From an optimization exercise on the open Yosys and OpenROAD flow, aimed at small area, a short achievable clock period and few clock cycles per item; shortcuts taken in it are not production practice. Where RTL was checked, it was by simulation tests only, not by an equivalence proof against the original. Only the layout flow was run in runs 1 to 3; the RTL was not checked for function there. Power figures rest on the tool's default switching activity, not on a simulated workload.

### flow/standard.sh
#!/bin/bash
# synth_recipe.tcl (not shown) runs the flow's synth.tcl, then flattens the netlist and writes it again
# the make line also repeats each setting of config.mk as NAME=value (left out here)
make -C /OpenROAD-flow-scripts/flow DESIGN_CONFIG=/design/flow/config.mk WORK_HOME=/design/flow/orfs CLKGATE_MAP_FILE= SYNTH_SCRIPT=/design/flow/synth_recipe.tcl "${@:-finish}"
### flow/constraint.sdc
create_clock -name core_clock -period 8.0 [get_ports {clk}]
set_input_delay 1.6000 -clock core_clock [delete_from_list [all_inputs] [get_ports {clk}]]
set_output_delay 1.6000 -clock core_clock [all_outputs]
set_load 0.01 [all_outputs]
### flow/config.mk
export PLATFORM = sky130hd
export DESIGN_NAME = s16_decoder
export DESIGN_NICKNAME = s16_decoder
export VERILOG_FILES = /design/flow/design.v
export SDC_FILE = /design/flow/constraint.sdc
export NUM_CORES = 4
export LEC_CHECK = 0
export CAP_MARGIN = 20
export CORE_MARGIN = 2
export CORE_UTILIZATION = 65
export SLEW_MARGIN = 20
### flow/flow/run.sh
#!/bin/bash
set -euo pipefail
bash standard.sh \
  "BUFFER_PORTS_ARGS=-buffer_cell sky130_fd_sc_hd__buf_1" \
  "SETUP_SLACK_MARGIN=${MARGIN:-5.5}" \
  "CTS_ARGS=-sink_clustering_enable -repair_clock_nets -buf_list sky130_fd_sc_hd__clkbuf_8 -sink_clustering_size 30 -dont_use_dummy_load" \
  finish > standard.log 2>&1
### flow/design.v
module s16_decoder (
    input  wire        clk,
    input  wire        rst,         
    input  wire        in_valid,
    output wire        in_ready,
    input  wire [31:0] in_word,
    input  wire        in_first,    
    input  wire [15:0] in_len,      
    output reg         out_valid,
    input  wire        out_ready,
    output reg  [27:0] out_value,
    output reg         out_last
);
    function automatic [4:0] width_from_end(input [3:0] s, input [4:0] l);
        begin
            case (s)
                0:  width_from_end = 1;
                1:  width_from_end = (l < 14) ? 1 : 2;
                2:  width_from_end = (l < 7) ? 1 : (l < 14) ? 2 : 1;
                3:  width_from_end = (l < 7) ? 2 : 1;
                4:  width_from_end = 2;
                5:  width_from_end = (l < 8) ? 3 : 4;
                6:  width_from_end = (l < 3) ? 3 : (l < 7) ? 4 : 3;
                7:  width_from_end = 4;
                8:  width_from_end = (l < 2) ? 4 : 5;
                9:  width_from_end = (l < 4) ? 5 : 4;
                10: width_from_end = (l < 2) ? 5 : 6;
                11: width_from_end = (l < 3) ? 6 : 5;
                12: width_from_end = 7;
                13: width_from_end = (l < 2) ? 9 : 10;
                14: width_from_end = 14;
                default: width_from_end = 28;
            endcase
        end
    endfunction
    function automatic [4:0] first_width(input [3:0] s);
        begin
            case (s)
                0, 2, 3: first_width = 1;
                1, 4:    first_width = 2;
                6:       first_width = 3;
                5, 7, 9: first_width = 4;
                8, 11:   first_width = 5;
                10:      first_width = 6;
                12:      first_width = 7;
                13:      first_width = 10;
                14:      first_width = 14;
                default: first_width = 28;
            endcase
        end
    endfunction
    function automatic [4:0] slots_less_one(input [3:0] s);
        begin
            case (s)
                0:  slots_less_one = 27;
                1, 2, 3: slots_less_one = 20;
                4:  slots_less_one = 13;
                5:  slots_less_one = 8;
                6:  slots_less_one = 7;
                7:  slots_less_one = 6;
                8, 9: slots_less_one = 5;
                10, 11: slots_less_one = 4;
                12: slots_less_one = 3;
                13: slots_less_one = 2;
                14: slots_less_one = 1;
                default: slots_less_one = 0;
            endcase
        end
    endfunction
    reg        busy;      
    reg [27:0] data;      
    reg [3:0]  wp;        
    reg [3:0]  sel;       
    reg [4:0]  left;      
    reg [15:0] rc;        
    reg        fresh;
    wire [3:0] in_sel = in_word[31:28];
    wire [4:0] wb = width_from_end(sel, left);    
    wire [4:0] wa = first_width(in_sel);
    wire out_free = !out_valid || out_ready;
    assign in_ready = !busy;
    wire accept = in_valid && !busy;
    wire go     = out_free && (busy || in_valid);
    wire load   = accept && in_first;
    wire [27:0] sh1 = wp[0] ? {data[27],    data[27:1]} : data;
    wire [27:0] sh2 = wp[1] ? {sh1[27:26],  sh1[27:2]}  : sh1;
    wire [27:0] sh4 = wp[2] ? {sh2[27:24],  sh2[27:4]}  : sh2;
    wire [27:0] t   = wp[3] ? {sh4[27:18],  sh4[25:8]}  : sh4;
    wire [27:0] va = in_word[27:0] & ~(28'hfffffff << wa);
    wire [27:0] vb = t & ~(28'hfffffff << wb);
    wire rc_one   = fresh ? (rc == 16'd1) : (rc == 16'd2);
    wire list_end = load ? (in_len == 16'd1) : rc_one;
    wire word_end = list_end || (busy ? (left == 5'd0) : (in_sel == 4'd15));
    always @(posedge clk) begin
        if (rst) begin
            busy      <= 1'b0;
            out_valid <= 1'b0;
        end else begin
            if (out_ready)
                out_valid <= 1'b0;
            if (go) begin
                out_valid <= 1'b1;
                busy      <= !word_end;
            end else if (accept) begin
                busy      <= 1'b1;
            end
        end
        if (go) begin
            out_value <= busy ? vb : va;
            out_last  <= list_end;
        end
        if (!busy) begin
            data <= in_word[27:0];
            sel  <= in_sel;
            wp   <= go ? wa[3:0] : 4'd0;
            left <= go ? slots_less_one(in_sel) - 5'd1 : slots_less_one(in_sel);
        end else if (go) begin
            data <= t;
            wp   <= wb[3:0];
            left <= left - 5'd1;
        end
        if (load)
            rc <= in_len;
        else if (go && !fresh)
            rc <= rc - 16'd1;
        if (go)
            fresh <= 1'b0;
        else if (load)
            fresh <= 1'b1;
    end
endmodule
==> results.txt, run 1 <==
- The flow ran to the end and the layout has no timing, DRC or antenna violations.
- The area share of the largest cell type after synthesis is 0.4243.
- The number of endpoints failing setup at the final stage is 0.
- The finished layout holds 846 standard cells, fillers aside.
- The count of final max-slew check failures came to 0.
- For the pin with the worst max-slew slack, the measured transition is 0.9333 ns.
- The worst setup path is captured at a flop.
- The leading cell type by number of instances after synthesis is edfxtp_1.
- The total overflow left after global routing is 0.
- The average via count per standard cell is 6.883.
- The main flop type after synthesis is edfxtp_1.
- Hold repair after CTS inserted 0 buffers.
- TritonCTS created 9 clock buffers.
- The maximum number of pins on one net before global-route repair is 68.
- The worst pin sits at a relative slew slack of 0.3756.
- Once routing completed, OpenROAD measured the worst setup slack at 5.131 ns.
- The initial core utilization is 0.6651.
- The number of global-route vias before repair came to 4,970.
- Across the whole layout, storage elements account for 0.002648 mm².
- The synthesized net count is 677.
- The number of top-level pins is 84.
- Walking the worst path, the cells encountered are buf_12 > clkinv_8 > ha_4 > inv_4 > buf_6 > mux2i_4 > o21ai_4 > ha_4 > nand3_2 > a21oi_2 > nor3_1 > a21oi_1.
- In the final layout, the share of cells above drive strength 1 is 0.2789.
- In the routed design, unresolved DRC markers number 0.
- The first global-routing pass estimated 26,600 µm of wire.
- The path class of the tightest hold or removal check is reg -> reg.
- Measured in cells, the most critical reg-to-reg path has a length of 7.
- Clock skew on the completed layout was measured at 0.03499 ns.
- The clock reaches the later pin of the worst-skew pair after 0.36 ns.
- The placer's final routability congestion estimate is 0.9647.
- In this run the core area contains 35 standard-cell rows.
- For this design the ratio of total power to cell area is 202.1 mW/mm².
- The largest total area in the synthesized netlist belongs to edfxtp_1.
- Based on the critical path, the design can be clocked at up to 0.3486 GHz.
- For this run, the total global-route usage over all layers was measured as 0.3420.
- The H-tree was split into 3 levels.
- The die is 100.8 µm tall.
- In the synthesized netlist, the cells that appear most often are edfxtp_1, nand2_1, nor2_1.
- After layout, the minimum clock period comes to 2.869 ns.
- The summed instance area of the synthesized netlist is 0.006087 mm².
- Setup repair after global routing could not meet its margin everywhere.
- The maximum fanout encountered on the critical timing path is 4.
- In this run the critical register-to-register path is captured at out_value[14]$_DFFE_PP_.
- The capturing instance or port of the critical path is left[4]$_DFFE_PP_.
- In this run, synthesis inferred 86 flip-flops with an integrated enable.
- Dividing the synthesized area by the synthesized cell count gives 9.914 µm².
- The startpoint identified for the worst register-to-register timing path is sel[0]$_DFFE_PN_.
- After synthesis, the share of flip-flops with an asynchronous set or reset is 0.
- For this block, the initial DRC count from the detailed router was 590.
- Dividing the final minimum period by the clock period gives 0.3586.
- The count of clock tree sinks is 89.
- The total negative slack for setup checks is 0 ns.
- The highest-delay cell along the critical path is mux2i_4.
- The CTS tree is done.
- The count of warnings emitted by yosys is 1.
- The wire length after detailed routing is 19,590 µm.
- In this run, synthesis produced a sequential element count of 89.
- Counting distinct cell types in the post-synthesis netlist gives 69.
- The detailed-routing iteration count for the pre-antenna-repair pass is 6.
- In this run the static leakage power is 2.925 nW.
- The number of antenna violations at the first check in global routing was 0.
- Counting along the longest clock path gives a buffer depth of 2.
- The post-synthesis sequential area ratio is 0.4341.
- OpenSTA, run right after detailed placement, puts the worst setup slack at 4.215 ns.
- The tree is rooted in a clkbuf_8.
- By instance count, the cell type seen most on the critical path is ha_4.
- After clock tree synthesis, the clock-pin slew on the worst setup and hold paths is 0.08 ns.
- The reg-to-reg setup timing slack is 5.47 ns.
- The total placed instance area is 0.006531 mm².
- Summed over all nets, the half-perimeter wirelength after detailed placement is 11,320 µm.
- STA puts the critical path data arrival time at 2.94 ns.
- Sorting the synthesized cells by area gives the leading types as edfxtp_1, mux2i_1, nand2_1.
- Synthesis handed over a netlist of 614 instances.
- After routing the design area is 0.007629 mm².
- The final layout contains 800 nets.
- The startpoint of the most critical setup path is in_word[29].
- Relative to the synthesized area, the layout overhead comes to 25.32%.
- The final-report hold violation count is 0.
- The final route contains 5,823 vias.
- The filler cells instantiated in the layout total 532.
- The largest stage delay on the critical path is 0.20 ns.
- The die covers 0.01015 mm².
- The core box area is 0.009153 mm².
- The maximum vdd ir drop is 0.1331 mV.
- The final routed wire length divided by cell count is 23.15 µm.
- STA puts the critical path data required time at 8.07 ns.
- The area of the multi-input gates is 0.003567 mm².
- Input and output buffers added on the ports amount to 83.
- After detailed placement, the design holds a cell count of 769.
- The startpoint type of the worst setup path is an input pin.
- The post-route antenna net violation count is 0.
- Hold is met by 0.5365 ns.
- The tool flagged a number of max-cap violations equal to 0.
- The class of the most critical setup path is in -> reg.
- The antenna cell count is 0.
- The floorplan step set the die width to 100.8 µm.
## logic make-up (layout without fill, tap and decap cells)
family          after synthesis  in the layout  synth area share
simple gates                206            208            0.1657
compound gates              155            155            0.1686
flops                        89             89            0.4341
mux                          71             71            0.1379
buf+inv                      66            185           0.04871
xor+xnor                     17             17           0.02446
fa+ha+maj                    10             10           0.02055
## where the power goes
group	internal [mW]	switching, mW
registers	0.604	0.0778
logic	0.259	0.346
clock network	0.101	0.153
total	0.965	0.577
## cell usage in the layout (no fill, tap or decap), types with 9 or more instances in the layout
cell type / count
buf_6: 9
nor2_1: 57
clkbuf_8: 10
mux2_2: 13
buf_4: 52
nand3_1: 10
buf_1: 58
a21oi_1: 42
clkbuf_2: 19
mux2i_1: 47
inv_1: 17
mux4_2: 9
nand2_1: 62
edfxtp_1: 86
a211oi_1: 10
o21ai_0: 19
## routing by layer
| layer | vias up | part of all wire | GRT usage | wire length [µm] |
|---|---|---|---|---|
| met5 | - | 0 | 0 | 0 |
| met4 | 0 | 0.045 | 0.1106 | 887 |
| met3 | 92 | 0.092 | 0.04716 | 1803 |
| met2 | 431 | 0.50 | 0.5508 | 9742 |
| met1 | 2748 | 0.37 | 0.4817 | 7151 |
| li1 | 2552 | - | - | - |
## final cells by class
| class | instances | share of cell area |
|---|---|---|
| Sequential cell | 89 | 0.3471 |
| Timing Repair inverter | 4 | 0.003444 |
| Tap cell | 111 | 0.01821 |
| Timing Repair Buffer | 147 | 0.1286 |
| Multi-Input combinational cell | 461 | 0.4676 |
| Inverter | 25 | 0.01886 |
| Clock buffer | 9 | 0.01624 |
## worst max-delay path, delay by kind of cell
| family | cells | cell delay (ns) |
|---|---|---|
| AO/OA/AOI/OAI | 3 | 0.22 |
| adder cells (fa/ha/maj) | 2 | 0.33 |
| buffers and inverters | 4 | 0.32 |
| multiplexers | 1 | 0.20 |
| AND/OR/NAND/NOR | 2 | 0.25 |
## flip-flops by register name, indices dropped and copies added (netlist names)
signal and flops:
out_last 1, fresh 1, left 5, wp 4, busy 1, data 28
rc 16, out_value 28, out_valid 1, sel 4
## per-stage QoR
step | power, mW | util
6_report | 1.542 | 0.8335
5_1_grt | 1.601 | 0.8335
4_1_cts | 1.453 | 0.7732
3_5_place_dp | 1.176 | 0.7136
3_3_place_gp | 1.163 | 0.7136
2_1_floorplan | 1.056 | -
## worst min-delay path by stage
| stage | cells past startpoint | slack [ns] | end | from |
|---|---|---|---|---|
| after detailed placement | 2 | 0.51 | fresh$_SDFFE_PP0P_ | fresh$_SDFFE_PP0P_ |
| after floorplan | 2 | 0.48 | fresh$_SDFFE_PP0P_ | fresh$_SDFFE_PP0P_ |
| after global routing | 2 | 0.57 | fresh$_SDFFE_PP0P_ | fresh$_SDFFE_PP0P_ |
| final | 2 | 0.54 | fresh$_SDFFE_PP0P_ | fresh$_SDFFE_PP0P_ |
| after global placement | 2 | 0.51 | fresh$_SDFFE_PP0P_ | fresh$_SDFFE_PP0P_ |
| after CTS | 2 | 0.52 | fresh$_SDFFE_PP0P_ | fresh$_SDFFE_PP0P_ |
## timing repair
item / CTS / global route
gates resized for setup: 57 / 75
gates cloned: 3 / 3
hold endpoints to repair: 0 / 0
endpoints found under the setup margin: 120 / 114
pin swaps: 18 / 27
setup buffers: 29 / 33
==> run 2, diff against run 1 <==
--- a/flow/design.v
+++ b/flow/design.v
@@ -69,2 +69,19 @@
     endfunction
+    function automatic [4:0] slots_less_two(input [3:0] s);
+        begin
+            case (s)
+                0:  slots_less_two = 26;
+                1, 2, 3: slots_less_two = 19;
+                4:  slots_less_two = 12;
+                5:  slots_less_two = 7;
+                6:  slots_less_two = 6;
+                7:  slots_less_two = 5;
+                8, 9: slots_less_two = 4;
+                10, 11: slots_less_two = 3;
+                12: slots_less_two = 2;
+                13: slots_less_two = 1;
+                default: slots_less_two = 0;
+            endcase
+        end
+    endfunction
     reg        busy;      
@@ -88,4 +105,5 @@
     wire [27:0] t   = wp[3] ? {sh4[27:18],  sh4[25:8]}  : sh4;
-    wire [27:0] va = in_word[27:0] & ~(28'hfffffff << wa);
-    wire [27:0] vb = t & ~(28'hfffffff << wb);
+    wire [27:0] src = busy ? t  : in_word[27:0];
+    wire [4:0]  wn  = busy ? wb : wa;
+    wire [27:0] v   = src & ~(28'hfffffff << wn);
     wire rc_one   = fresh ? (rc == 16'd1) : (rc == 16'd2);
@@ -108,12 +126,12 @@
         if (go) begin
-            out_value <= busy ? vb : va;
+            out_value <= v;
             out_last  <= list_end;
         end
+        if (!busy || go)
+            data <= src;
         if (!busy) begin
-            data <= in_word[27:0];
             sel  <= in_sel;
             wp   <= go ? wa[3:0] : 4'd0;
-            left <= go ? slots_less_one(in_sel) - 5'd1 : slots_less_one(in_sel);
+            left <= go ? slots_less_two(in_sel) : slots_less_one(in_sel);
         end else if (go) begin
-            data <= t;
             wp   <= wb[3:0];
==> flow/flow/run.sh (replaced) <==
#!/bin/bash
set -euo pipefail
bash standard.sh \
  "BUFFER_PORTS_ARGS=-buffer_cell sky130_fd_sc_hd__buf_1" \
  "SETUP_SLACK_MARGIN=5.35" \
  "CTS_ARGS=-sink_clustering_enable -repair_clock_nets -buf_list sky130_fd_sc_hd__clkbuf_8 -sink_clustering_size 30 -dont_use_dummy_load" \
  finish > standard.log 2>&1
==> run 2 against run 1 <==
  * Still clean
  * Cell count fell by 7.8%
  * Setup slack lost 0.11 ns
  * Non-clock buffer count fell by 24
  * Combinational power fell by 11%
==> results.txt, run 2 <==
- The reg-to-reg startpoint is left[3]$_DFFE_PP_ (was sel[0]$_DFFE_PN_).
- The required time of the worst setup path was 8.19 ns (was 8.07 ns).
- The class of the most critical setup path is in -> reg (unchanged).
- The synthesized area divided by synthesized cell count came to 10.18 µm² (was 9.914 µm²).
- The depth of the worst register-to-register path is 8 (was 7).
- The area growth from synthesis to final layout is 18.70% (was 25.32%).
- The largest stage delay on the critical path came to 0.38 ns (was 0.20 ns).
- The overall power consumption is 1.455 mW (was 1.542 mW).
- The worst path arrival time is 3.16 ns (was 2.94 ns).
- The capture endpoint of the worst hold path is fresh$_SDFFE_PP0P_ (unchanged).
- The number of CTS-inserted buffers was 9 (unchanged).
- Leading cell types in the layout, fill and taps excluded: edfxtp_1, buf_1, mux2i_1 (was edfxtp_1, nand2_1, buf_1).
- The critical hold path startpoint is fresh$_SDFFE_PP0P_ (unchanged).
- The number of top-level pins is 84 (unchanged).
- The maximum fanout encountered on the critical timing path is 5 (was 4).
- The footprint of the flip-flops and latches is 0.002644 mm² (was 0.002648 mm²).
- The commonest non-fill, non-tap cell in the layout is edfxtp_1 (unchanged).
- The post-route antenna net violation count was 0 (unchanged).
- The fmax is 0.3363 GHz (was 0.3486 GHz).
- The cell taking the most area after synthesis is edfxtp_1 (unchanged).
- The final net count came to 736 (was 800).
- The register clock-pin slew on the reported worst setup and hold paths came to 0.10 ns (was 0.08 ns).
- The post-route non-filler standard cell count came to 780 (was 846).
- The core box area came to 0.008721 mm² (was 0.009153 mm²).
- The master cell of the clock root buffer is clkbuf_8 (unchanged).
- The sum of buffers and inverters on the critical path was 2 (was 4).
- The static power due to leakage was 2.564 nW (was 2.925 nW).
- The detailed-routing iteration count for the pre-antenna-repair pass was 5 (was 6).
- The post-synthesis sequential area ratio is 0.4513 (was 0.4341).
- The area of the multi-input gates is 0.003177 mm² (was 0.003567 mm²).
- The aggregate global routing overflow is 0 (unchanged).
- The number of placement rows is 34 (was 35).
- The count of flip-flops with a built-in enable after synthesis is 86 (unchanged).
- The count of final max-slew check failures came to 0 (unchanged).
- The summed instance area of the synthesized netlist came to 0.005856 mm² (was 0.006087 mm²).
- The wire length of the first global-routing pass came to 23,430 µm (was 26,600 µm).
- The combined global-route utilization of all metal layers is 0.3034 (was 0.3420).
- CP cell instances: buf_12 > inv_12 > ha_4 > nor2_1 > a211oi_2 > a21oi_2 > nand2_2 > o21ai_2 > nand3_4 > a2111oi_4 (was buf_12 > clkinv_8 > ha_4 > inv_4 > buf_6 > mux2i_4 > o21ai_4 > ha_4 > nand3_2 > a21oi_2 > nor3_1 > a21oi_1).
- The final-report hold violation count is 0 (unchanged).
- The floorplan die area is 0.009784 mm² (was 0.01015 mm²).
- The startpoint type of the worst setup path was an input pin (unchanged).
- The number of endpoints failing setup at the final stage is 0 (unchanged).
- The count of clock tree sinks came to 89 (unchanged).
- The number of buffers on the longest clock path is 2 (unchanged).
- The post-route DRC violation count was 0 (unchanged).
- The area share of the largest cell type after synthesis came to 0.4410 (was 0.4243).
- The placer's final routability congestion estimate is 0.8675 (was 0.9647).
- The number of distinct library cells after synthesis is 66 (was 69).
- The overall via count from detail_route was 4,881 (was 5,823).
- The final worst clock skew is 0.03618 ns (was 0.03499 ns).
- The wire length after detailed routing is 15,030 µm (was 19,590 µm).
- The count of buffers inserted at the top-level ports is 83 (unchanged).
- The maximum number of pins on one net before global-route repair came to 69 (was 68).
- The post-route clock period utilization is 0.3717 (was 0.3586).
- Setup repair after global routing missed its margin: true (unchanged).
- The fraction of final layout cells sized beyond drive strength 1 is 0.1920 (was 0.2789).
- The count of warnings emitted by yosys is 1 (unchanged).
- The kind of cell with the highest combined delay on the critical path is compound AO/OA/AOI/OAI gates (was adder cells).
- The initial core utilization is 0.6714 (was 0.6651).
- The reg-to-reg setup timing slack is 5.26 ns (was 5.47 ns).
- The leading cell type by number of instances after synthesis is edfxtp_1 (unchanged).
- The die outline height is 98.92 µm (was 100.8 µm).
- The endpoint of the most critical register-to-register path is out_value[8]$_DFFE_PP_ (was out_value[14]$_DFFE_PP_).
- Top cells by area, synth: edfxtp_1, mux2i_1, a21oi_1 (was edfxtp_1, mux2i_1, nand2_1).
- The antenna cell count was 0 (unchanged).
- The sum of net half-perimeters after detailed placement is 9949 µm (was 11,320 µm).
- Regs by FF count: data: 28 flops, out_value: 28 flops, rc: 16 flops (unchanged).
- The type of the tightest min-delay check is reg -> reg (unchanged).
- The tightest slew margin relative to the limit came to 0.3204 (was 0.3756).
- The endpoint class of the critical path is a flop (unchanged).
- The number of instances on the worst hold path came to 2 (unchanged).
- The post-synthesis cell count is 575 (was 614).
- The number of global-route vias before repair is 4,765 (was 4,970).
- The minimum clock period after layout was 2.974 ns (was 2.869 ns).
- The number of violations reported at the end of detailed-routing iteration 0 is 354 (was 590).
- The synthesized net count came to 637 (was 677).
- Top post-synthesis cells by count: edfxtp_1, mux2i_1, nor2_1 (was edfxtp_1, nand2_1, nor2_1).
- The main flop type after synthesis is edfxtp_1 (unchanged).
- The total of hold buffers inserted after clock tree synthesis came to 0 (unchanged).
- The number of antenna violations at the first check in global routing is 0 (unchanged).
- The CTS tree is done (unchanged).
- The clock latency on the worst-skew pair is 0.37 ns (was 0.36 ns).
- The highest-delay cell along the critical path is a2111oi_4 (was mux2i_4).
- The flip-flop and latch count after synthesis is 89 (unchanged).
- The maximum vdd ir drop is 0.1223 mV (was 0.1331 mV).
- The count of fill cells added during filler insertion is 586 (was 532).
- The placed instance count is 734 (was 769).
- The pin slew with the least headroom to its limit was 1.019 ns (was 0.9333 ns).
- The max-capacitance violation count was 0 (unchanged).
- The H-tree depth is 3 (unchanged).
- Status: complete, no violations (unchanged).
- The average via count per standard cell is 6.258 (was 6.883).
- The final routed wire length divided by cell count came to 19.27 µm (was 23.15 µm).
- The share of flip-flops with an asynchronous set or reset after synthesis is 0 (unchanged).
- The total negative slack for setup checks is 0 ns (unchanged).
- The horizontal extent of the die is 98.92 µm (was 100.8 µm).
- The cell area power density is 209.3 mW/mm² (was 202.1 mW/mm²).
## run 2: cell types whose count changed after synthesis, moves of 7 or more
cell and delta:
a31oi_1 +8, nand2_1 -24, o21ai_0 -7, a21oi_1 -13, and2_1 +9, mux2i_1 +13, nor2_1 -15
## run 2: how the worst max path moves through the flow
stage | start | to | cells after the start
6_report | in_word[29] | out_value[26]$_DFFE_PP_ | 10
5_1_grt | in_word[29] | out_value[26]$_DFFE_PP_ | 10
4_1_cts | in_word[28] | out_value[18]$_DFFE_PP_ | 10
3_5_place_dp | in_word[29] | out_value[26]$_DFFE_PP_ | 10
3_3_place_gp | in_word[29] | out_value[18]$_DFFE_PP_ | 10
2_1_floorplan | in_word[29] | out_value[26]$_DFFE_PP_ | 6
## run 2: logic make-up after synthesis
| kind of cell | count (synthesis) | share of synthesized area |
|---|---|---|
| simple gates | 181 | 0.1577 |
| compound gates | 131 | 0.1485 |
| flops | 89 | 0.4513 |
| mux | 81 | 0.1502 |
| buf+inv | 68 | 0.04914 |
| xor+xnor | 16 | 0.02393 |
| fa+ha+maj | 9 | 0.01923 |
## run 2: worst register-to-register path, delay by kind of cell, from the launching register on
family,cells,cell delay (ns)
compound gates,4,0.70
buf+inv,1,0.15
simple gates,3,1.10
flops,1,0.54
## run 2: area by class of cell
class	count	share of cell area
Multi-Input combinational cell	418	0.4571
Sequential cell	89	0.3804
Timing Repair Buffer	123	0.1015
Inverter	32	0.02250
Tap cell	108	0.01944
Clock buffer	9	0.01782
Timing Repair inverter	1	0.001260
## run 2: routing by layer
metal	global-route usage	wire (µm)
met1	0.3849	6067
met2	0.5312	7864
met3	0.03121	688
met4	0.1254	407
met5	0	0
## run 2: stage by stage
step / utilization / hold WS, ns / setup slack [ns] / cell area, µm²
floorplan: - / 0.4862 / 5.020 / 5966
detailed placement: 0.7172 / 0.5241 / 4.233 / 6255
global route: 0.7970 / 0.5565 / 4.958 / 6950
CTS: 0.7673 / 0.5396 / 5.128 / 6691
global placement: 0.7172 / 0.5048 / 4.315 / 6255
finish: 0.7970 / 0.5290 / 5.026 / 6950
## run 2: repair_timing
item | CTS | global route
hold endpoints to repair | 0 | 0
gates resized for setup | 36 | 36
cloned | 1 | 0
pin swaps | 12 | 17
buffers inserted | 22 | 14
endpoints found under the setup margin | 34 | 49
## run 2: power breakdown
part           switching, mW  leakage, nW  internal, mW  total, mW
logic                  0.304         1.58         0.235      0.538
clock network          0.144       0.0647         0.101      0.245
registers             0.0663        0.916         0.605      0.671
==> run 3, diff against run 2 <==
--- a/flow/design.v
+++ b/flow/design.v
@@ -105,5 +105,6 @@
     wire [27:0] t   = wp[3] ? {sh4[27:18],  sh4[25:8]}  : sh4;
-    wire [27:0] src = busy ? t  : in_word[27:0];
-    wire [4:0]  wn  = busy ? wb : wa;
-    wire [27:0] v   = src & ~(28'hfffffff << wn);
+    wire [27:0] src = busy ? t : in_word[27:0];
+    wire [27:0] ma  = ~(28'hfffffff << wa);
+    wire [27:0] mb  = ~(28'hfffffff << wb);
+    wire [27:0] v   = ({28{busy}} & mb & t) | ({28{!busy}} & ma & in_word[27:0]);
     wire rc_one   = fresh ? (rc == 16'd1) : (rc == 16'd2);
==> run 3 against run 2 <==
  * Still clean
  * Sequential power grew 3%
  * Combinational power grew 5.6%
  * Die area grew 2.9%
  * Cell count grew 3.8%
  * First-iteration DRC count grew 42%
  * Sequential share of layout area shrank 1.3 points
  * Count of clock-buffer cells in the layout is the same
  * Via count grew 12%
  * Register-to-register slack gained 0.18 ns
  * Critical path depth shrank 2
==> results.txt, run 3 <==
- The sum of net half-perimeters after detailed placement is 11,170 µm (was 9949 µm).
- The required time of the worst setup path is 8.16 ns (was 8.19 ns).
- Top post-synthesis cells by count: nand2_1, edfxtp_1, nor2_1 (was edfxtp_1, mux2i_1, nor2_1).
- The pre-CTS worst setup slack is 3.938 ns (was 4.233 ns).
- The count of clock tree sinks was 89 (unchanged).
- The number of top-level pins is 84 (unchanged).
- The fmax is 0.3225 GHz (was 0.3363 GHz).
- The CTS tree is done (unchanged).
- The post-layout utilization of the core is 0.7915 (was 0.7970).
- The number of global-route vias before repair is 5,041 (was 4,765).
- The kind of cell with the highest combined delay on the critical path is compound AO/OA/AOI/OAI gates (unchanged).
- The wire length after detailed routing is 17,200 µm (was 15,030 µm).
- The aggregate global routing overflow is 0 (unchanged).
- The startpoint type of the worst setup path is an input pin (unchanged).
- The clock latency on the worst-skew pair is 0.37 ns (about the same).
- The register clock-pin slew on the reported worst setup and hold paths is 0.08 ns (was 0.10 ns).
- The floorplan die area is 0.01007 mm² (was 0.009784 mm²).
- The static power due to leakage is 2.589 nW (was 2.564 nW).
- The class of the most critical setup path is in -> reg (unchanged).
- The pin slew with the least headroom to its limit is 0.9341 ns (was 1.019 ns).
- The maximum number of pins on one net before global-route repair came to 53 (was 69).
- The max-capacitance violation count came to 0 (unchanged).
- The count of final max-slew check failures was 0 (unchanged).
- The die outline height came to 100.3 µm (was 98.92 µm).
- The number of violations reported at the end of detailed-routing iteration 0 is 501 (was 354).
- The overall via count from detail_route is 5,452 (was 4,881).
- The core box area was 0.009109 mm² (was 0.008721 mm²).
- The count of fill cells added during filler insertion is 562 (was 586).
- The synthesized net count is 658 (was 637).
- The fraction of final layout cells sized beyond drive strength 1 is 0.2289 (was 0.1920).
- The count of buffers inserted at the top-level ports came to 83 (unchanged).
- The total placed instance area came to 0.006450 mm² (was 0.006255 mm²).
- The main flop type after synthesis is edfxtp_1 (unchanged).
- CP cell instances: buf_12 > clkinvlp_4 > ha_4 > mux4_2 > a21o_4 > a21oi_4 > nor2_4 > o22ai_1 (was buf_12 > inv_12 > ha_4 > nor2_1 > a211oi_2 > a21oi_2 > nand2_2 > o21ai_2 > nand3_4 > a2111oi_4).
- The total negative slack for setup checks is 0 ns (unchanged).
- Top cells by area, synth: edfxtp_1, mux4_2, nand2_1 (was edfxtp_1, mux2i_1, a21oi_1).
- The maximum fanout encountered on the critical timing path came to 4 (was 5).
- Setup repair after global routing missed its margin: true (unchanged).
- The number of distinct library cells after synthesis is 69 (was 66).
- The type of the tightest min-delay check was reg -> reg (unchanged).
- The final worst clock skew is 0.03456 ns (was 0.03618 ns).
- The largest stage delay on the critical path is 0.50 ns (was 0.38 ns).
- The post-route clock period utilization is 0.3876 (was 0.3717).
- The minimum clock period after layout is 3.101 ns (was 2.974 ns).
- The area share of the largest cell type after synthesis is 0.4280 (was 0.4410).
- The summed instance area of the synthesized netlist came to 0.006033 mm² (was 0.005856 mm²).
- The initial core utilization is 0.6624 (was 0.6714).
- The post-synthesis cell count was 596 (was 575).
- The worst hold-check slack is 0.5246 ns (was 0.5290 ns).
- The average via count per standard cell is 6.731 (was 6.258).
- The number of antenna violations at the first check in global routing is 0 (unchanged).
- The antenna cell count is 0 (unchanged).
- The worst setup margin was 4.899 ns (was 5.026 ns).
- The H-tree depth is 3 (unchanged).
- The flip-flop and latch count after synthesis was 89 (unchanged).
- The combined global-route utilization of all metal layers came to 0.3329 (was 0.3034).
- The endpoint class of the critical path is a flop (unchanged).
- The post-synthesis sequential area ratio is 0.4380 (was 0.4513).
- The cell taking the most area after synthesis is edfxtp_1 (unchanged).
- The overall power consumption is 1.502 mW (was 1.455 mW).
- The final routed wire length divided by cell count is 21.23 µm (was 19.27 µm).
- The count of flip-flops with a built-in enable after synthesis is 86 (unchanged).
- The count of warnings emitted by yosys is 1 (unchanged).
- The wire length of the first global-routing pass is 25,530 µm (was 23,430 µm).
- The final-report hold violation count was 0 (unchanged).
- Regs by FF count: data: 28 flops, out_value: 28 flops, rc: 16 flops (unchanged).
- The number of CTS-inserted buffers is 9 (unchanged).
- Leading cell types in the layout, fill and taps excluded: nand2_1, edfxtp_1, buf_1 (was edfxtp_1, buf_1, mux2i_1).
- The detailed-routing iteration count for the pre-antenna-repair pass is 6 (was 5).
- The synthesized area divided by synthesized cell count was 10.12 µm² (was 10.18 µm²).
- The number of buffers on the longest clock path is 2 (unchanged).
- The highest-delay cell along the critical path is mux4_2 (was a2111oi_4).
- The final net count is 763 (was 736).
- The reg-to-reg setup timing slack is 5.44 ns (was 5.26 ns).
- The final design area excluding fillers was 0.007209 mm² (was 0.006950 mm²).
- The horizontal extent of the die is 100.3 µm (was 98.92 µm).
- The number of endpoints failing setup at the final stage was 0 (unchanged).
- The worst path arrival time came to 3.26 ns (was 3.16 ns).
- Status: complete, no violations (unchanged).
- The cell area power density is 208.3 mW/mm² (was 209.3 mW/mm²).
- The post-route antenna net violation count was 0 (unchanged).
- The number of placement rows was 35 (was 34).
- The post-route DRC violation count came to 0 (unchanged).
- The tightest slew margin relative to the limit is 0.3751 (was 0.3204).
- The placed instance count is 759 (was 734).
- The share of flip-flops with an asynchronous set or reset after synthesis is 0 (unchanged).
- The maximum vdd ir drop is 0.1156 mV (was 0.1223 mV).
- The area growth from synthesis to final layout is 19.49% (was 18.70%).
- The post-route non-filler standard cell count is 810 (was 780).
- The sum of buffers and inverters on the critical path is 2 (unchanged).
- The master cell of the clock root buffer is clkbuf_8 (unchanged).
- The leading cell type by number of instances after synthesis is nand2_1 (was edfxtp_1).
- The placer's final routability congestion estimate is 0.9365 (was 0.8675).
- The commonest non-fill, non-tap cell in the layout is nand2_1 (was edfxtp_1).
[run 3: changes by cell type after synthesis, sizes merged, moves of 5 or more]
cell    previous run  this run
nor2              48        59
mux4               4        26
o21ai             32        38
and2              12         1
nand2b            10         3
mux2i             62        14
a32o               0         6
nand2             43        92
inv               31        21
a21oi             36        45
o22ai              3        12
a211oi            10         5
[run 3: worst reg2reg max path: cells and delay by family, from the launching register on]
family          cells  cell delay [ns]
flops               1             0.71
buf+inv             1             0.53
simple gates        1             0.31
compound gates      3             0.87
[run 3: logic make-up after synthesis]
kind of cell / Yosys count / synth area share
mux: 54 / 0.1464
buf+inv: 58 / 0.04334
simple gates: 215 / 0.1634
compound gates: 155 / 0.1669
fa+ha+maj: 9 / 0.01866
xor+xnor: 16 / 0.02323
flops: 89 / 0.4380
[run 3: per-layer routing]
metal  global-route usage  part of all wire  vias to the layer above
met5                    0                 0                        -
met4               0.1570             0.047                        0
met3              0.05153             0.080                       62
met2               0.5493              0.49                      332
met1               0.4345              0.38                     2596
li1                     -                 -                     2462
[run 3: final cells by class]
class,instances,area (µm²),share of cell area
multi-input combinational,449,3410,0.4729
sequential,89,2646,0.3671
timing repair buffer,128,769.5,0.1067
tap,111,138.9,0.01926
clock buffer,9,123.9,0.01718
inverter,22,107.6,0.01493
timing repair inverter,2,13.76,0.001909
[run 3: final timing paths]
check                                        start                      end  depth (start not counted)
worst max-delay path                   in_word[29]  out_value[11]$_DFFE_PP_                          8
worst min-delay path            fresh$_SDFFE_PP0P_       fresh$_SDFFE_PP0P_                          2
worst min register to register  fresh$_SDFFE_PP0P_       fresh$_SDFFE_PP0P_                          2
worst max register to register     wp[2]$_DFFE_PN_   out_value[6]$_DFFE_PP_                          5
[run 3: repair_timing]
item                                    in CTS  in global routing
endpoints found under the setup margin      85                 43
gates resized for setup                     54                 27
hold buffers                                 0                  0
cloned                                       2                  0
pin swaps                                    8                  9
buffers inserted                            22                 18
[run 3: where the power goes]
group / internal (mW) / switching [mW] / total (mW)
sequential: 0.607 / 0.0814 / 0.689
clock: 0.101 / 0.144 / 0.245
combinational: 0.255 / 0.313 / 0.568
total: 0.963 / 0.539 / 1.50
==> run 4, diff against run 3 <==
--- a/flow/design.v
+++ b/flow/design.v
@@ -106,3 +106,14 @@
     wire [27:0] src = busy ? t : in_word[27:0];
-    wire [27:0] ma  = ~(28'hfffffff << wa);
+    wire [3:0]  s   = in_sel;
+    wire [27:0] ma;
+    assign ma[0]     = 1'b1;
+    assign ma[1]     = s[3] | s[2] | (!s[1] & s[0]);
+    assign ma[2]     = s[3] | (s[2] & (s[1] | s[0]));
+    assign ma[3]     = s[3] | (s[2] & s[0]);
+    assign ma[4]     = s[3] & (s[2] | s[1] | !s[0]);
+    assign ma[5]     = s[3] & (s[2] | (s[1] & !s[0]));
+    assign ma[6]     = s[3] & s[2];
+    assign ma[9:7]   = {3{s[3] & s[2] & (s[1] | s[0])}};
+    assign ma[13:10] = {4{s[3] & s[2] & s[1]}};
+    assign ma[27:14] = {14{&s}};
     wire [27:0] mb  = ~(28'hfffffff << wb);
==> flow/flow/run.sh (replaced) <==
#!/bin/bash
set -euo pipefail
bash standard.sh \
  "BUFFER_PORTS_ARGS=-buffer_cell sky130_fd_sc_hd__buf_1" \
  "SETUP_SLACK_MARGIN=5.5" \
  "CTS_ARGS=-sink_clustering_enable -repair_clock_nets -buf_list sky130_fd_sc_hd__clkbuf_8 -sink_clustering_size 30 -dont_use_dummy_load" \
  finish > standard.log 2>&1
==> run 4 against run 3 <==
  * Still clean
  * Synthesized area fell by 0.48%
  * Global-route usage fell by 0.70 points
  * Synthesized cell count rose by 1.8%
  * Total power barely moved
  * Setup slack improved by 0.37 ns
  * Fmax rose by 13%
  * Die area fell by 0.47%
  * Via count fell by 1.5%
  * Count of clock-buffer cells in the layout did not move
  * Register-to-register slack improved by 0.11 ns
  * Worst hold slack got worse by 0.017 ns
==> results.txt, run 4 <==
- The count of clock tree sinks is 89 (unchanged).
- The final routed wire length divided by cell count was 21.37 µm (was 21.23 µm).
- The number of distinct library cells after synthesis came to 70 (was 69).
- The post-synthesis sequential area ratio came to 0.4401 (was 0.4380).
- The largest stage delay on the critical path is 0.36 ns (was 0.50 ns).
- The area growth from synthesis to final layout came to 16.77% (was 19.49%).
- The cell area power density was 214.3 mW/mm² (was 208.3 mW/mm²).
- The wire length after detailed routing is 17,290 µm (was 17,200 µm).
- The flip-flop and latch count after synthesis came to 89 (unchanged).
- The fmax came to 0.3659 GHz (was 0.3225 GHz).
- The maximum fanout encountered on the critical timing path is 8 (was 4).
- The antenna cell count is 0 (unchanged).
- The CTS tree is done (unchanged).
- The area share of the largest cell type after synthesis was 0.4301 (was 0.4280).
- Setup repair after global routing missed its margin: true (unchanged).
- The startpoint type of the worst setup path is a flop (was input pin).
- The H-tree depth was 3 (unchanged).
- The static power due to leakage is 2.641 nW (was 2.589 nW).
- The worst path arrival time is 1.13 ns (was 3.26 ns).
- The count of final max-slew check failures is 0 (unchanged).
- Regs by FF count: data: 28 flops, out_value: 28 flops, rc: 16 flops (unchanged).
- The final net count is 762 (was 763).
- Leading cell types in the layout, fill and taps excluded: edfxtp_1, nand2_1, buf_1 (was nand2_1, edfxtp_1, buf_1).
- The compound-cell area share of the yosys netlist came to 0.1725 (was 0.1669).
- The synthesized net count was 669 (was 658).
- The pin slew with the least headroom to its limit is 0.6090 ns (was 0.9341 ns).
- The count of fill cells added during filler insertion is 641 (was 562).
- The required time of the worst setup path is 6.40 ns (was 8.16 ns).
- The post-route clock period utilization was 0.3416 (was 0.3876).
- The reg-to-reg setup timing slack is 5.55 ns (was 5.44 ns).
- The clock latency on the worst-skew pair was 0.36 ns (was 0.37 ns).
- The reg-to-reg startpoint is wp[1]$_DFFE_PN_ (was wp[2]$_DFFE_PN_).
- The max-capacitance violation count came to 0 (unchanged).
- The final design area excluding fillers came to 0.007012 mm² (was 0.007209 mm²).
- The leading cell type by number of instances after synthesis is nand2_1 (unchanged).
- The area of the multi-input gates came to 0.003218 mm² (was 0.003410 mm²).
- The number of antenna violations at the first check in global routing was 0 (unchanged).
- The final worst clock skew is 0.02678 ns (was 0.03456 ns).
- The capture endpoint of the worst hold path is fresh$_SDFFE_PP0P_ (unchanged).
- The wire length of the first global-routing pass came to 25,210 µm (was 25,530 µm).
- The synthesized-area fraction occupied by xor and xnor cells was 0.02188 (was 0.02323).
- The maximum vdd ir drop is 0.1187 mV (was 0.1156 mV).
- The class of the most critical setup path is reg -> out (was in -> reg).
- The share of flip-flops with an asynchronous set or reset after synthesis was 0 (unchanged).
- The number of global-route vias before repair is 4,884 (was 5,041).
- The count of flip-flops with a built-in enable after synthesis came to 86 (unchanged).
- The share of synthesized cell area in full adder, half adder and majority cells is 0.01875 (was 0.01866).
- The count of warnings emitted by yosys is 1 (unchanged).
- The simple-gate portion of the synthesized area is 0.1571 (was 0.1634).
- The main flop type after synthesis is edfxtp_1 (unchanged).
- Status: complete, no violations (unchanged).
- The commonest non-fill, non-tap cell in the layout is edfxtp_1 (was nand2_1).
- The number of buffers on the longest clock path is 2 (unchanged).
- The count of buffers inserted at the top-level ports is 83 (unchanged).
- CP cell instances: clkinvlp_4 > buf_12 > buf_6 (was buf_12 > clkinvlp_4 > ha_4 > mux4_2 > a21o_4 > a21oi_4 > nor2_4 > o22ai_1).
- The aggregate global routing overflow is 0 (unchanged).
- The average via count per standard cell was 6.640 (was 6.731).
- The total negative slack for setup checks is 0 ns (unchanged).
- The highest-delay cell along the critical path was dfxtp_4 (was mux4_2).
- Top cells by area, synth: edfxtp_1, mux4_2, nand2_1 (unchanged).
- The horizontal extent of the die was 100.1 µm (was 100.3 µm).
- The number of placement rows is 35 (unchanged).
- The die outline height was 100.1 µm (was 100.3 µm).
- The number of violations reported at the end of detailed-routing iteration 0 is 421 (was 501).
- Top post-synthesis cells by count: nand2_1, edfxtp_1, nor2_1 (unchanged).
- The post-synthesis cell count came to 607 (was 596).
- The multiplexer share of the synthesized area is 0.1423 (was 0.1464).
- The minimum clock period after layout is 2.733 ns (was 3.101 ns).
- The largest family of logic cells by synthesized area was compound AO/OA/AOI/OAI gates (unchanged).
- The post-route antenna net violation count is 0 (unchanged).
- The fraction of final layout cells sized beyond drive strength 1 was 0.1948 (was 0.2289).
- The master cell of the clock root buffer is clkbuf_8 (unchanged).
- The tightest slew margin relative to the limit is 0.5903 (was 0.3751).
- The number of top-level pins is 84 (unchanged).
- The initial core utilization is 0.6592 (was 0.6624).
- The number of instances on the worst hold path is 2 (unchanged).
- The number of endpoints failing setup at the final stage is 0 (unchanged).
- The type of the tightest min-delay check is reg -> reg (unchanged).
- The footprint of the flip-flops and latches is 0.002648 mm² (was 0.002646 mm²).
- The synthesized area divided by synthesized cell count is 9.892 µm² (was 10.12 µm²).
- The maximum number of pins on one net before global-route repair came to 39 (was 53).
- The final-report hold violation count is 0 (unchanged).
- The overall via count from detail_route is 5,372 (was 5,452).
- The cell taking the most area after synthesis is edfxtp_1 (unchanged).
- The total placed instance area is 0.006361 mm² (was 0.006450 mm²).
- The critical hold path startpoint is fresh$_SDFFE_PP0P_ (unchanged).
- The register clock-pin slew on the reported worst setup and hold paths is 0.06 ns (was 0.08 ns).
- The placer's final routability congestion estimate is 0.9618 (was 0.9365).
- The total of hold buffers inserted after clock tree synthesis is 0 (unchanged).
- The post-route DRC violation count is 0 (unchanged).
- The core box area is 0.009109 mm² (unchanged).
- The combined global-route utilization of all metal layers is 0.3259 (was 0.3329).
- The summed instance area of the synthesized netlist was 0.006005 mm² (was 0.006033 mm²).
- The detailed-routing iteration count for the pre-antenna-repair pass is 8 (was 6).
- The endpoint of the most critical register-to-register path was data[5]$_DFFE_PN_ (was out_value[6]$_DFFE_PP_).
- The number of CTS-inserted buffers was 9 (unchanged).
- The endpoint class of the critical path is a primary output (was flop).
- The floorplan die area is 0.01002 mm² (was 0.01007 mm²).
- The depth of the worst register-to-register path is 5 (unchanged).
- The sum of net half-perimeters after detailed placement is 10,770 µm (was 11,170 µm).
-- run 4: cell types whose count changed in the layout (fill, tap and decap cells not counted), moves of 7 or more --
cell,previous run,this run
mux2i_1,14,31
o21ai_1,2,13
buf_6,15,5
mux4_2,26,16
buf_1,76,69
-- run 4: per-layer routing --
metal  track usage  share of wire  up-vias  routed length, µm
met5             0              0        -                  0
met4        0.1022          0.028        0                485
met3       0.05919          0.094       49               1621
met2        0.5369           0.50      308               8560
met1        0.4437           0.38     2563               6621
li1              -              -     2452                  -
-- run 4: timing repair --
item	4_1_cts	5_1_grt
pin swaps	5	8
buffers inserted	16	16
setup endpoints to repair	141	34
resized for setup	32	30
gates cloned	2	2
-- run 4: cells by family (layout without fill, tap and decap cells) --
logic type	after synthesis	after routing
xor+xnor	15	15
buf+inv	61	151
flops	89	89
simple gates	211	212
compound gates	159	159
mux	63	63
fa+ha+maj	9	9
-- run 4: where the power goes --
part / leakage [nW] / switching [mW] / internal, mW
logic: 1.66 / 0.318 / 0.248
registers: 0.917 / 0.0839 / 0.604
clock network: 0.0647 / 0.147 / 0.101
-- run 4: metrics by stage --
| step | utilization | instances | total power [mW] | setup WS (ns) | hold WS (ns) |
|---|---|---|---|---|---|
| 2_1_floorplan | - | 607 | 1.060 | 4.934 | 0.4862 |
| 3_3_place_gp | 0.6984 | 764 | 1.173 | 4.273 | 0.5013 |
| 3_5_place_dp | 0.6984 | 764 | 1.188 | 4.137 | 0.5049 |
| 4_1_cts | 0.7412 | 791 | 1.459 | 5.235 | 0.5068 |
| 5_1_grt | 0.7698 | 809 | 1.566 | 5.226 | 0.5459 |
| 6_report | 0.7698 | 809 | 1.503 | 5.267 | 0.5080 |
-- run 4: critical path, delay by kind of cell (launching register included) --
| kind | cells | cell delay [ns] |
|---|---|---|
| flops | 1 | 0.36 |
| buf+inv | 3 | 0.44 |
-- run 4: worst max-delay path by stage --
stage / from / end / slack (ns)
5_1_grt: busy$_SDFFE_PP0P_ / in_ready / 5.23
4_1_cts: busy$_SDFFE_PP0P_ / in_ready / 5.24
2_1_floorplan: out_ready / left[1]$_DFFE_PN_ / 4.93
6_report: busy$_SDFFE_PP0P_ / in_ready / 5.27
3_5_place_dp: in_valid / left[1]$_DFFE_PN_ / 4.14
3_3_place_gp: in_valid / left[1]$_DFFE_PN_ / 4.27
-- run 4: layout make-up --
class / instances / share of cell area
tap: 111 / 0.01981
inverter: 21 / 0.01445
sequential: 89 / 0.3776
clock buffer: 9 / 0.01767
timing repair inverter: 1 / 0.001071
timing repair buffer: 120 / 0.1105
multi-input combinational: 458 / 0.4590
Testbench counts of run 4, summed over its fixed seeds: cycles 33,211, items 33,203.
==> run 5, diff against run 4 <==
==> flow/flow/run.sh (replaced) <==
#!/bin/bash
set -euo pipefail
bash standard.sh \
  "BUFFER_PORTS_ARGS=-buffer_cell sky130_fd_sc_hd__buf_1" \
  "SETUP_SLACK_MARGIN=5.35" \
  "CTS_ARGS=-sink_clustering_enable -repair_clock_nets -buf_list sky130_fd_sc_hd__clkbuf_8 -sink_clustering_size 30 -dont_use_dummy_load" \
  finish > standard.log 2>&1
--- a/flow/config.mk
+++ b/flow/config.mk
@@ -9,3 +9,3 @@
 export CORE_MARGIN = 2
-export CORE_UTILIZATION = 65
+export CORE_UTILIZATION = 75
 export SLEW_MARGIN = 20
==> run 5 against run 4 <==
  * Largest cell class unchanged
  * Critical endpoint is now busy$_SDFFE_PP0P_
  * Critical path type is now in -> reg
  * Non-clock buffer count down 15
  * Cell count down 2.8%
  * Via count up 4.7%
==> results.txt, run 5 <==
- Top post-synthesis cells by count: nand2_1, edfxtp_1, nor2_1 (unchanged).
- The depth of the critical timing path with buffers and inverters included is 6 (was 3).
- The post-route clock period utilization is 0.3438 (was 0.3416).
- The clock latency on the worst-skew pair is 0.36 ns (about the same).
- The register clock-pin slew on the reported worst setup and hold paths is 0.08 ns (was 0.06 ns).
- The post-route DRC violation count was 0 (unchanged).
- The placer's final routability congestion estimate is 0.9379 (was 0.9618).
- The aggregate global routing overflow is 0 (unchanged).
- The required time of the worst setup path is 8.25 ns (was 6.40 ns).
- The combined global-route utilization of all metal layers came to 0.3769 (was 0.3259).
- The synthesized net count came to 669 (unchanged).
- The sum of buffers and inverters on the critical path is 1 (was 3).
- The maximum fanout encountered on the critical timing path came to 18 (was 8).
- The H-tree depth is 3 (unchanged).
- Setup repair after global routing missed its margin: true (unchanged).
- The number of CTS-inserted buffers was 9 (unchanged).
- The CTS tree is done (unchanged).
- The area share of the largest cell type after synthesis is 0.4301 (unchanged).
- The highest-delay cell along the critical path is a311o_1 (was dfxtp_4).
- The core box area was 0.007727 mm² (was 0.009109 mm²).
- The wire length of the first global-routing pass was 25,390 µm (was 25,210 µm).
- The average via count per standard cell is 7.158 (was 6.640).
- The master cell of the clock root buffer was clkbuf_8 (unchanged).
- The antenna cell count is 0 (unchanged).
- The detailed-routing iteration count for the pre-antenna-repair pass is 6 (was 8).
- The number of global-route vias before repair was 5,163 (was 4,884).
- CP cell instances: buf_1 > nand3_4 > nand4_1 > o21ai_0 > a311o_1 > a211oi_1 (was clkinvlp_4 > buf_12 > buf_6).
- The highest metal layer with signal wires is met4 (unchanged).
- The wire length after detailed routing came to 17,290 µm (about the same).
- The total negative slack for setup checks is 0 ns (unchanged).
- The post-layout utilization of the core is 0.8737 (was 0.7698).
- The cell taking the most area after synthesis is edfxtp_1 (unchanged).
- The final-report hold violation count was 0 (unchanged).
- Leading cell types in the layout, fill and taps excluded: nand2_1, edfxtp_1, buf_1 (was edfxtp_1, nand2_1, buf_1).
- The synthesized area divided by synthesized cell count was 9.892 µm² (unchanged).
- The leading cell type by number of instances after synthesis is nand2_1 (unchanged).
- The count of clock tree sinks is 89 (unchanged).
- The floorplan die area is 0.008738 mm² (was 0.01002 mm²).
- The startpoint type of the worst setup path was an input pin (was flop).
- Top cells by area, synth: edfxtp_1, mux4_2, nand2_1 (unchanged).
- The endpoint class of the critical path is a flop (was primary output).
- The number of endpoints failing setup at the final stage is 0 (unchanged).
- The cell area power density is 220.6 mW/mm² (was 214.3 mW/mm²).
- The share of flip-flops with an asynchronous set or reset after synthesis is 0 (unchanged).
- The fraction of final layout cells sized beyond drive strength 1 is 0.1535 (was 0.1948).
- The final net count is 748 (was 762).
- The flip-flop and latch count after synthesis is 89 (unchanged).
- The number of placement rows is 32 (was 35).
- The routed length on met2 is 8312 µm (was 8560 µm).
- The final worst clock skew is 0.02709 ns (was 0.02678 ns).
- The max-capacitance violation count was 0 (unchanged).
- The main flop type after synthesis is edfxtp_1 (unchanged).
- The sum of net half-perimeters after detailed placement came to 10,580 µm (was 10,770 µm).
- The number of instances on the worst hold path was 2 (unchanged).
- The number of violations reported at the end of detailed-routing iteration 0 is 596 (was 421).
- The wire length on met3 was 1971 µm (was 1621 µm).
- The count of final max-slew check failures came to 0 (unchanged).
- The tightest slew margin relative to the limit is 0.4096 (was 0.5903).
- The die outline height was 93.48 µm (was 100.1 µm).
- The summed instance area of the synthesized netlist is 0.006005 mm² (unchanged).
- The largest stage delay on the critical path is 0.31 ns (was 0.36 ns).
- The number of top-level pins is 84 (unchanged).
- The area growth from synthesis to final layout is 12.44% (was 16.77%).
- The fmax came to 0.3636 GHz (was 0.3659 GHz).
- The wire length on met1 is 5963 µm (was 6621 µm).
- The worst path arrival time was 3.00 ns (was 1.13 ns).
- Status: complete, no violations (unchanged).
- The post-synthesis cell count came to 607 (unchanged).
- The static power due to leakage is 2.485 nW (was 2.641 nW).
- The depth of the worst register-to-register path is 5 (unchanged).
- The number of buffers on the longest clock path is 2 (unchanged).
- The horizontal extent of the die was 93.48 µm (was 100.1 µm).
- The initial core utilization is 0.7770 (was 0.6592).
- The count of warnings emitted by yosys is 1 (unchanged).
- Regs by FF count: data: 28 flops, out_value: 28 flops, rc: 16 flops (unchanged).
- The count of flip-flops with a built-in enable after synthesis came to 86 (unchanged).
- The maximum number of pins on one net before global-route repair was 39 (unchanged).
- The maximum vdd ir drop is 0.1473 mV (was 0.1187 mV).
- The count of buffers inserted at the top-level ports was 83 (unchanged).
- The minimum clock period after layout is 2.751 ns (was 2.733 ns).
- The pin slew with the least headroom to its limit is 0.8824 ns (was 0.6090 ns).
- The number of distinct library cells after synthesis is 70 (unchanged).
- The kind of cell with the highest combined delay on the critical path is compound AO/OA/AOI/OAI gates (was buffers and inverters).
- The number of antenna violations at the first check in global routing came to 0 (unchanged).
- The class of the most critical setup path was in -> reg (was reg -> out).
- The post-route antenna net violation count is 0 (unchanged).
- The post-synthesis sequential area ratio is 0.4401 (unchanged).
- The type of the tightest min-delay check is reg -> reg (unchanged).
- The overall via count from detail_route is 5,626 (was 5,372).
- The final routed wire length divided by cell count came to 22.00 µm (was 21.37 µm).
-- run 5: worst paths after layout --
path                            from            endpoint  slack [ns]
hold / removal    fresh$_SDFFE_PP0P_  fresh$_SDFFE_PP0P_        0.55
hold reg to reg   fresh$_SDFFE_PP0P_  fresh$_SDFFE_PP0P_        0.55
setup / recovery            in_first   busy$_SDFFE_PP0P_        5.25
setup reg to reg     wp[1]$_DFFE_PN_   data[5]$_DFFE_PN_        5.48
-- run 5: per-stage QoR --
| step | instances | hold WS, ns | power, mW | instance area [µm²] | worst slack [ns] |
|---|---|---|---|---|---|
| floorplan | 607 | 0.4862 | 1.057 | 6110 | 4.927 |
| global placement | 753 | 0.4987 | 1.160 | 6322 | 4.305 |
| detailed placement | 753 | 0.5290 | 1.182 | 6322 | 4.194 |
| CTS | 775 | 0.5410 | 1.435 | 6600 | 5.263 |
| global route | 786 | 0.6110 | 1.543 | 6751 | 5.155 |
| finish | 786 | 0.5469 | 1.489 | 6751 | 5.249 |
-- run 5: tightest hold or removal path: stages, from the launching register on --
cell and delay [ns]:
dfxtp_1 0.37, inv_1 0.07, a21oi_1 0.06
-- run 5: cells by family after synthesis --
group	share of synthesized area
buf+inv	0.04730
compound gates	0.1725
flops	0.4401
xor+xnor	0.02188
mux	0.1423
fa+ha+maj	0.01875
simple gates	0.1571
-- run 5: routing by layer --
metal  up-vias  track usage
li1       2435            -
met1      2583       0.4939
met2       487       0.6247
met3       121      0.07252
met4         0       0.1458
met5         -            0
-- run 5: final cells by class --
| class | count | area [µm²] |
|---|---|---|
| repair buffers | 105 | 571.8 |
| well taps | 102 | 127.6 |
| repair inverters | 2 | 12.51 |
| flip-flops and latches | 89 | 2646 |
| clock buffers | 9 | 123.9 |
| fillers | 377 | 975.9 |
| multi-input cells | 458 | 3176 |
| inverters | 21 | 93.84 |
-- run 5: report_power, final --
part | total, mW | switching [mW] | leakage [nW] | internal [mW]
clock | 0.248 | 0.147 | 0.0647 | 0.101
combinational | 0.552 | 0.318 | 1.50 | 0.235
sequential | 0.689 | 0.0845 | 0.917 | 0.604
-- run 5: repair_timing --
action | CTS | global route
gates resized for setup | 17 | 17
pin swaps | 2 | 4
hold buffers | 0 | 0
gates cloned | 2 | 1
setup buffers | 11 | 10
setup endpoints to repair | 102 | 63
==> run 6, diff against run 5 <==
--- a/flow/config.mk
+++ b/flow/config.mk
@@ -9,3 +9,3 @@
 export CORE_MARGIN = 2
-export CORE_UTILIZATION = 75
+export CORE_UTILIZATION = 65
 export SLEW_MARGIN = 20
==> run 6 against run 5 <==
  * First-iteration DRC count down 32%
  * Critical path depth is 1 higher
  * Sequential share of layout area rose by 0.15 points
  * Sequential cell count stayed put
  * Sequential power about the same
  * Wire length decreased by 7.7%
  * Cell count up 1.1%
  * Design area is 0.37% lower
  * Still clean
  * Setup slack gained 0.13 ns
  * Global-route usage is 5.9 points lower
  * Core utilization is 14 points lower
  * Non-clock buffer count increased by 1
==> results.txt, run 6 <==
- Status: complete, no violations (unchanged).
- The pin slew with the least headroom to its limit is 0.9359 ns (was 0.8824 ns).
- The fraction of final layout cells sized beyond drive strength 1 is 0.1491 (was 0.1535).
- The synthesized area divided by synthesized cell count came to 9.892 µm² (unchanged).
- The number of distinct library cells after synthesis is 70 (unchanged).
- The count of warnings emitted by yosys is 1 (unchanged).
- The number of CTS-inserted buffers is 9 (unchanged).
- The number of placement rows is 35 (was 32).
- The detailed-routing iteration count for the pre-antenna-repair pass is 5 (was 6).
- The share of flip-flops with an asynchronous set or reset after synthesis came to 0 (unchanged).
- The average via count per standard cell is 6.553 (was 7.158).
- The required time of the worst setup path is 8.20 ns (was 8.25 ns).
- The clock latency on the worst-skew pair was 0.36 ns (about the same).
- The final routed wire length divided by cell count came to 20.09 µm (was 22.00 µm).
- The post-route clock period utilization is 0.3272 (was 0.3438).
- The footprint of the flip-flops and latches is 0.002646 mm² (unchanged).
- The type of the tightest min-delay check is reg -> reg (unchanged).
- The maximum fanout encountered on the critical timing path is 6 (was 18).
- The cell repeated most along the worst path is a21oi_1.
- The endpoint class of the critical path was a flop (unchanged).
- Setup repair after global routing missed its margin: true (unchanged).
- The placer's final routability congestion estimate came to 0.8823 (was 0.9379).
- Top post-synthesis cells by count: nand2_1, edfxtp_1, nor2_1 (unchanged).
- The aggregate global routing overflow is 0 (unchanged).
- The horizontal extent of the die is 100.1 µm (was 93.48 µm).
- The highest-delay cell along the critical path was o21ai_4 (was a311o_1).
- The number of buffers on the longest clock path is 2 (unchanged).
- The largest stage delay on the critical path is 0.31 ns (about the same).
- The leading cell type by number of instances after synthesis is nand2_1 (unchanged).
- The static power due to leakage is 2.476 nW (was 2.485 nW).
- The number of antenna violations at the first check in global routing came to 0 (unchanged).
- The antenna cell count was 0 (unchanged).
- The summed instance area of the synthesized netlist is 0.006005 mm² (unchanged).
- The count of buffers inserted at the top-level ports is 83 (unchanged).
- Leading cell types in the layout, fill and taps excluded: nand2_1, edfxtp_1, buf_1 (unchanged).
- The count of clock tree sinks was 89 (unchanged).
- The minimum clock period after layout is 2.617 ns (was 2.751 ns).
- The floorplan die area is 0.01002 mm² (was 0.008738 mm²).
- The number of instances on the worst hold path was 2 (unchanged).
- The number of violations reported at the end of detailed-routing iteration 0 is 407 (was 596).
- The number of endpoints failing setup at the final stage is 0 (unchanged).
- The cell area power density came to 218.9 mW/mm² (was 220.6 mW/mm²).
- Regs by FF count: data: 28 flops, out_value: 28 flops, rc: 16 flops (unchanged).
- The CTS tree is done (unchanged).
- The pre-CTS worst setup slack is 4.102 ns (was 4.194 ns).
- The sum of buffers and inverters on the critical path is 2 (was 1).
- The tightest slew margin relative to the limit is 0.3739 (was 0.4096).
- The total of hold buffers inserted after clock tree synthesis came to 0 (unchanged).
- The count of fill cells added during filler insertion is 701 (was 377).
- The H-tree depth is 3 (unchanged).
- The flip-flop and latch count after synthesis came to 89 (unchanged).
- The post-route DRC violation count came to 0 (unchanged).
- The synthesized net count is 669 (unchanged).
- The final worst clock skew came to 0.03453 ns (was 0.02709 ns).
- The count of flip-flops with a built-in enable after synthesis came to 86 (unchanged).
- The cell taking the most area after synthesis is edfxtp_1 (unchanged).
- The max-capacitance violation count is 0 (unchanged).
- The area share of the largest cell type after synthesis is 0.4301 (unchanged).
- The wire length after detailed routing is 15,970 µm (was 17,290 µm).
- The main flop type after synthesis is edfxtp_1 (unchanged).
- The maximum vdd ir drop is 0.1106 mV (was 0.1473 mV).
- The maximum number of pins on one net before global-route repair came to 39 (unchanged).
- The master cell of the clock root buffer was clkbuf_8 (unchanged).
- The wire length of the first global-routing pass came to 24,560 µm (was 25,390 µm).
- The final-report hold violation count was 0 (unchanged).
- The worst path arrival time is 2.82 ns (was 3.00 ns).
- The overall via count from detail_route is 5,210 (was 5,626).
- The kind of cell with the highest combined delay on the critical path is compound AO/OA/AOI/OAI gates (unchanged).
- The depth of the worst register-to-register path is 5 (unchanged).
- The startpoint type of the worst setup path is an input pin (unchanged).
- The fmax is 0.3821 GHz (was 0.3636 GHz).
- The overall power consumption is 1.472 mW (was 1.489 mW).
- The final net count is 748 (unchanged).
- The area growth from synthesis to final layout is 12.02% (was 12.44%).
- The post-synthesis sequential area ratio is 0.4401 (unchanged).
- The worst setup margin is 5.383 ns (was 5.249 ns).
- The die outline height is 100.1 µm (was 93.48 µm).
- CP cell instances: buf_6 > o21ai_4 > clkinvlp_4 > o21a_1 > a31oi_1 > a21oi_1 > a21oi_1 (was buf_1 > nand3_4 > nand4_1 > o21ai_0 > a311o_1 > a211oi_1).
- The number of global-route vias before repair is 4,684 (was 5,163).
- The class of the most critical setup path is in -> reg (unchanged).
- The register clock-pin slew on the reported worst setup and hold paths is 0.08 ns (about the same).
- The post-synthesis cell count is 607 (unchanged).
- Top cells by area, synth: edfxtp_1, mux4_2, nand2_1 (unchanged).
- The initial core utilization is 0.6592 (was 0.7770).
- The number of top-level pins is 84 (unchanged).
- The sum of net half-perimeters after detailed placement came to 10,680 µm (was 10,580 µm).
- The count of final max-slew check failures came to 0 (unchanged).
- The total negative slack for setup checks is 0 ns (unchanged).
- The depth of the critical timing path with buffers and inverters included is 7 (was 6).
- The area of the multi-input gates is 0.003163 mm² (was 0.003176 mm²).
- The combined global-route utilization of all metal layers is 0.3180 (was 0.3769).
- The core box area is 0.009109 mm² (was 0.007727 mm²).
- The post-route antenna net violation count is 0 (unchanged).
-- run 6: final cells by class --
class	instances	share of cell area
multi-input cells	457	0.4702
flip-flops and latches	89	0.3934
repair buffers	106	0.08147
well taps	111	0.02065
clock buffers	9	0.01842
inverters	21	0.01395
repair inverters	2	0.001860
-- run 6: tightest hold or removal path, delay by kind of cell, from the launching register on --
family          cells  cell delay, ns
compound gates      1            0.06
flops               1            0.36
buf+inv             1            0.08
-- run 6: stage by stage --
stage | hold WS [ns] | cell area, µm² | std cells | util
6_report | 0.5406 | 6726 | 795 | 0.7385
5_1_grt | 0.5727 | 6726 | 795 | 0.7385
4_1_cts | 0.5181 | 6598 | 783 | 0.7243
3_5_place_dp | 0.5050 | 6349 | 763 | 0.6970
3_3_place_gp | 0.5005 | 6334 | 762 | 0.6953
2_1_floorplan | 0.4862 | 6110 | 607 | -
-- run 6: path summary, 6_finish.rpt --
path	startpoint	end	slack, ns
worst min-delay path	fresh$_SDFFE_PP0P_	fresh$_SDFFE_PP0P_	0.54
worst max register to register	wp[1]$_DFFE_PN_	out_value[5]$_DFFE_PP_	5.62
worst min register to register	fresh$_SDFFE_PP0P_	fresh$_SDFFE_PP0P_	0.54
worst max-delay path	in_valid	left[2]$_DFFE_PN_	5.38
-- run 6: logic make-up after synthesis --
| logic type | after synthesis | share of synthesized area |
|---|---|---|
| adder cells (fa/ha/maj) | 9 | 0.01875 |
| AO/OA/AOI/OAI | 159 | 0.1725 |
| AND/OR/NAND/NOR | 211 | 0.1571 |
| buffers and inverters | 61 | 0.04730 |
| XOR/XNOR | 15 | 0.02188 |
| multiplexers | 63 | 0.1423 |
| flip-flops | 89 | 0.4401 |
-- run 6: power by group --
part           switching (mW)  leakage [nW]  internal, mW  total, mW
combinational           0.304          1.49         0.234      0.538
clock                   0.146        0.0647         0.101      0.247
sequential             0.0830         0.917         0.604      0.687
-- run 6: metal layers --
layer  share of wire  wire length, µm  GRT usage  vias up
met5               0                0          0        -
met4           0.022              352    0.07060        0
met3           0.095             1511    0.06337       41
met2            0.50             7911     0.5296      277
met1            0.39             6193     0.4367     2471
li1                -                -          -     2421
-- run 6: what timing repair did --
action,CTS,global route
buffers inserted,9,12
cloned,2,0
endpoints found under the setup margin,109,40
resized for setup,17,8
pin swaps,2,3

-- what the ideal ports hide --
No port has a modelled driver above. Below, the same layouts with a new extraction and two added sets of constraints. Step 1 sets driving cells, clkbuf_16 on the clock port and buf_2 on the other inputs (assumed; they add their load-dependent delay and slew). Step 2 times the ports against the registers' clock, not the clock port: input delays grow and output delays shrink by t, the midpoint of the rising clock arrivals with the driver on. Three values: ideal, step 1, step 2; two values: the first two.
run	shift t [ns]	setup slack, ns	worst setup path at the end	worst register clock-pin slew, ns
run 1	0.382	5.131 / 5.112 / 4.730	input to register	0.10 / 0.10
run 2	0.384	5.026 / 4.998 / 4.614	input to register	0.10 / 0.10
run 3	0.387	4.899 / 4.871 / 4.485	input to register	0.10 / 0.10
run 4	0.376	5.267 / 5.233 / 5.128	input to register	0.10 / 0.10
run 5	0.378	5.249 / 5.258 / 4.881	input to register	0.10 / 0.10
run 6	0.382	5.383 / 5.386 / 5.005	input to register	0.10 / 0.10
After both steps every run listed still meets setup and hold. The setup slack of run 3, which loses most, moves by -0.028 ns with the drivers and by -0.414 ns with both steps.
